Context: an optimization exercise on an open-source flow, tuned for small area, a short achievable clock period and few clock cycles. The choices shown serve that exercise and are no tape-out recipe. Function was checked by simulation only, so behaviour that the tests miss may differ from the original.

trial 26:
Design ncb, start of the top module:
module ncb (
    input  wire         clk,
    input  wire         rst,
    input  wire         cmd_valid,
    input  wire [31:0]  cmd_word,
    output wire         cmd_ready,
    input  wire [5:0]   host_addr,
    input  wire         host_we,
    input  wire [7:0]   host_wdata,
    output reg  [7:0]   host_rdata,
    output wire [7:0]   status,
    output wire         tr_valid,
    output wire [6:0]   tr_sa,
    output wire [4:0]   tr_wlen,
    output wire [127:0] tr_wdata,
    output wire [4:0]   tr_rlen,
    input  wire         tr_done,
    input  wire         tr_err,
    input  wire [127:0] tr_rdata
);
Size in the first run: roughly 310 flip-flops.
clock: 10.0 ns
lec_check: 0
abc_area: 1
cap_margin: 20
core_margin: 2
core_utilization: 25
place_density: 0.35
setup_slack_margin: 4.2
slew_margin: 20
standard.sh (not shown) runs the stock make flow with config.mk's settings and CLKGATE_MAP_FILE= SYNTH_SCRIPT=/design/flow/synth_recipe.tcl, a recipe that flattens the netlist after the stock synthesis.
==> flow/flow/run.sh <==
#!/bin/bash
# The standard layout, with the port buffers that ORFS inserts during global
# placement made from the smallest plain buffer (buf_1) instead of ORFS's
# default pick; the resizer still upsizes any of them that timing needs.
set -euo pipefail
export BUFFER_PORTS_ARGS="-buffer_cell sky130_fd_sc_hd__buf_1"
bash standard.sh > standard.log 2>&1
Testbench counts of trial 26, summed over its fixed seeds: cycles 23,374.
Changes in trial 16 relative to trial 26:
--- a/flow/design.v
+++ b/flow/design.v
@@ -335,76 +335,45 @@
     wire [7:0] hg_s  = sel4(ha0, SN[31:24], SN[23:16], SN[15:8], SN[7:0]);
     wire [7:0] hg_c  = sel4(ha0, CRC, status, 8'h00, 8'h00);
     wire [7:0] hh_b  = sel4(ha1, hg_b0, hg_b1, hg_b2, hg_b3);
     wire [7:0] hh_v  = sel4(ha1, hg_v0, hg_v1, hg_w, hg_s);
     wire [7:0] hh_c  = sel4(ha1, hg_c, 8'h00, 8'h00, 8'h00);
     always @* host_rdata = sel4(ha2, hh_b, hh_v, hh_c, 8'h00);
     wire tdec_go = take && go && is_tdec;
     wire cdec_go = take && go && is_cdec;
     wire ddec_go = take && go && is_ddec;
     wire bdec_go = take && go && is_bdec;
-    reg [7:0] v_host, v_bcd;
-    reg [7:0] v_we;
-    reg [7:0] v_wd [0:7];
-    wire      tc_go = tdec_go || cdec_go;
-    always @* begin
-        for (i = 0; i < 8; i = i + 1) begin
-            v_host[i] = hwr && (host_addr == 6'h10 + i);
-            v_bcd[i]  = bdec_go && (f_vr[2:0] == i);
-        end
-        v_we[0] = v_host[0] || v_bcd[0] || tc_go;
-        v_wd[0] = ({8{v_host[0]}} & host_wdata) | ({8{v_bcd[0] || tc_go}} & d0);
-        v_we[1] = v_host[1] || v_bcd[1] || tc_go;
-        v_wd[1] = ({8{v_host[1]}} & host_wdata) | ({8{v_bcd[1]}} & d0) | ({8{tc_go}} & d1);
-        v_we[2] = v_host[2] || v_bcd[2] || tc_go;
-        v_wd[2] = ({8{v_host[2]}} & host_wdata) | ({8{v_bcd[2]}} & d0) | ({8{tc_go}} & d2h);
-        v_we[3] = v_host[3] || v_bcd[3] || tdec_go || ddec_go;
-        v_wd[3] = ({8{v_host[3]}} & host_wdata) | ({8{v_bcd[3] || ddec_go}} & d0) |
-                  ({8{tdec_go}} & d3);
-        v_we[4] = v_host[4] || v_bcd[4] || tdec_go || ddec_go;
-        v_wd[4] = ({8{v_host[4]}} & host_wdata) | ({8{v_bcd[4]}} & d0) |
-                  ({8{ddec_go}} & d1) | ({8{tdec_go}} & d4);
-        v_we[5] = v_host[5] || v_bcd[5] || tdec_go || ddec_go;
-        v_wd[5] = ({8{v_host[5]}} & host_wdata) | ({8{v_bcd[5]}} & d0) |
-                  ({8{ddec_go}} & d2m) | ({8{tdec_go}} & d5m);
-        v_we[6] = v_host[6] || v_bcd[6] || tdec_go || ddec_go;
-        v_wd[6] = ({8{v_host[6]}} & host_wdata) | ({8{v_bcd[6]}} & d0) |
-                  ({8{ddec_go}} & d3) | ({8{tdec_go}} & d6);
-        v_we[7] = v_host[7] || v_bcd[7];
-        v_wd[7] = ({8{v_host[7]}} & host_wdata) | ({8{v_bcd[7]}} & d0);
-    end
-    reg [15:0] b_sb, b_tr;
-    reg [15:0] b_we;
-    reg [7:0]  b_wd [0:15];
-    always @* begin
-        for (i = 0; i < 16; i = i + 1) begin
-            b_sb[i] = sb_go && (sb_a == i);
-            b_tr[i] = rd_ok && (i < t_rlen);
-            b_we[i] = b_sb[i] || b_tr[i] || fw_en[i];
-            b_wd[i] = ({8{b_sb[i]}} & sb) | ({8{b_tr[i]}} & tr_rdata[8*i +: 8]) |
-                      ({8{fw_en[i]}} & g4[i]);
-        end
-    end
     always @(posedge clk) begin
         if (rst) begin
             for (i = 0; i < 16; i = i + 1) B[i] <= 8'h00;
             for (i = 0; i < 8;  i = i + 1) V[i] <= 8'h00;
             W0 <= 16'h0000;  W1 <= 16'h0000;  SN <= 32'h0;  CRC <= 8'hFF;
             st_err <= 3'd0; st_mal <= 1'b0; st_flag <= 1'b0;
             st_fv0 <= 1'b0; st_fv1 <= 1'b0; st_stk <= 1'b0;
             xfer <= 1'b0; crun <= 1'b0;
         end else begin
             for (i = 0; i < 16; i = i + 1) begin
-                if (b_we[i]) B[i] <= b_wd[i];
+                if (sb_go && sb_a == i)               B[i] <= sb;
+                else if (rd_ok && i < t_rlen)         B[i] <= tr_rdata[8*i +: 8];
+                else if (fw_en[i])                    B[i] <= g4[i];
             end
-            for (i = 0; i < 8; i = i + 1)
-                if (v_we[i]) V[i] <= v_wd[i];
+            if (hwr && host_addr[5:3] == 3'b010) V[host_addr[2:0]] <= host_wdata;
+            if (tdec_go || cdec_go) begin
+                V[0] <= d0; V[1] <= d1; V[2] <= d2h;
+            end
+            if (tdec_go) begin
+                V[3] <= d3; V[4] <= d4; V[5] <= d5m; V[6] <= d6;
+            end
+            if (ddec_go) begin
+                V[3] <= d0; V[4] <= d1; V[5] <= d2m; V[6] <= d3;
+            end
+            if (bdec_go) V[f_vr[2:0]] <= d0;
             if (hwr && host_addr == 6'h20) CRC <= host_wdata;
             if (take && legal && is_cinit) CRC <= 8'hFF;
             if (take && legal && is_cbyte) CRC <= c1;
             if (take && go && (is_crc8 || is_cvfy)) begin
                 if (f_p == 8'd0) CRC <= 8'hFF;
                 else if (c_last) CRC <= c_res;
             end
             if (crun && c_last) CRC <= c_res;
             if (take && go && is_fpair && ok0) W0 <= {fb[0], fb[1]};
             if (take && go && is_fpair && ok1) W1 <= {fb[3], fb[4]};
Results
- Trial 26 has higher post-layout minimum cycle time than trial 16.
- Trial 16 vs trial 26 — final estimated routing congestion in global placement climbed slightly
- Worst max-slew margin expressed relative to the limit: trial 26 and trial 16 compared, lower one is trial 26
- Trial 16 ended up with host_rdata[5] as its end point of the critical path; trial 26 ended up with host_rdata[6].
- In the metrics for trial 26 and trial 16, the one carrying the lower met2 routed wirelength is trial 26.
- Comparing trial 26 and trial 16, combined area of all synthesized cells is lower on trial 26.
- Count of clock-buffer cells in the layout went up slightly going from trial 26 to trial 16.
Testbench counts of trial 16, summed over its fixed seeds: cycles 23,374.

-- static timing again, ports no longer ideal --
The flow's constraints put no driver on any port. The routed layouts listed below were extracted and timed again, unchanged, in two steps.
Step 1 (the two cells are an assumption about what drives the block):
set clk [get_ports {clk}]
set_driving_cell -lib_cell sky130_fd_sc_hd__clkbuf_16 $clk
set_driving_cell -lib_cell sky130_fd_sc_hd__buf_2 [delete_from_list [all_inputs] $clk]
Step 2 adds t to the input delays and takes it off the output delays; t is the mean of the earliest and latest rising clock arrival at the registers after step 1. Input paths then give back, and output paths get back, about the clock's delay inside the block.
a / b / c = no drivers / after step 1 / after step 2; a / b = the first two.
run | shift t [ns] | slack for setup (ns) | latest minus earliest clock arrival (ns) | worst data-port slew with drivers (ns) | cell pins on the clock port's net
trial 26 | 0.713 | 3.984 / 3.915 / 3.593 | 0.038 / 0.038 | 0.12 | 1
trial 16 | 0.716 | 4.152 / 3.788 / 3.484 | 0.026 / 0.027 | 0.36 | 1
After both steps every run listed still meets setup and hold. For trial 16, which loses most, drivers alone change the setup slack by -0.364 ns; drivers and shift together by -0.668 ns.
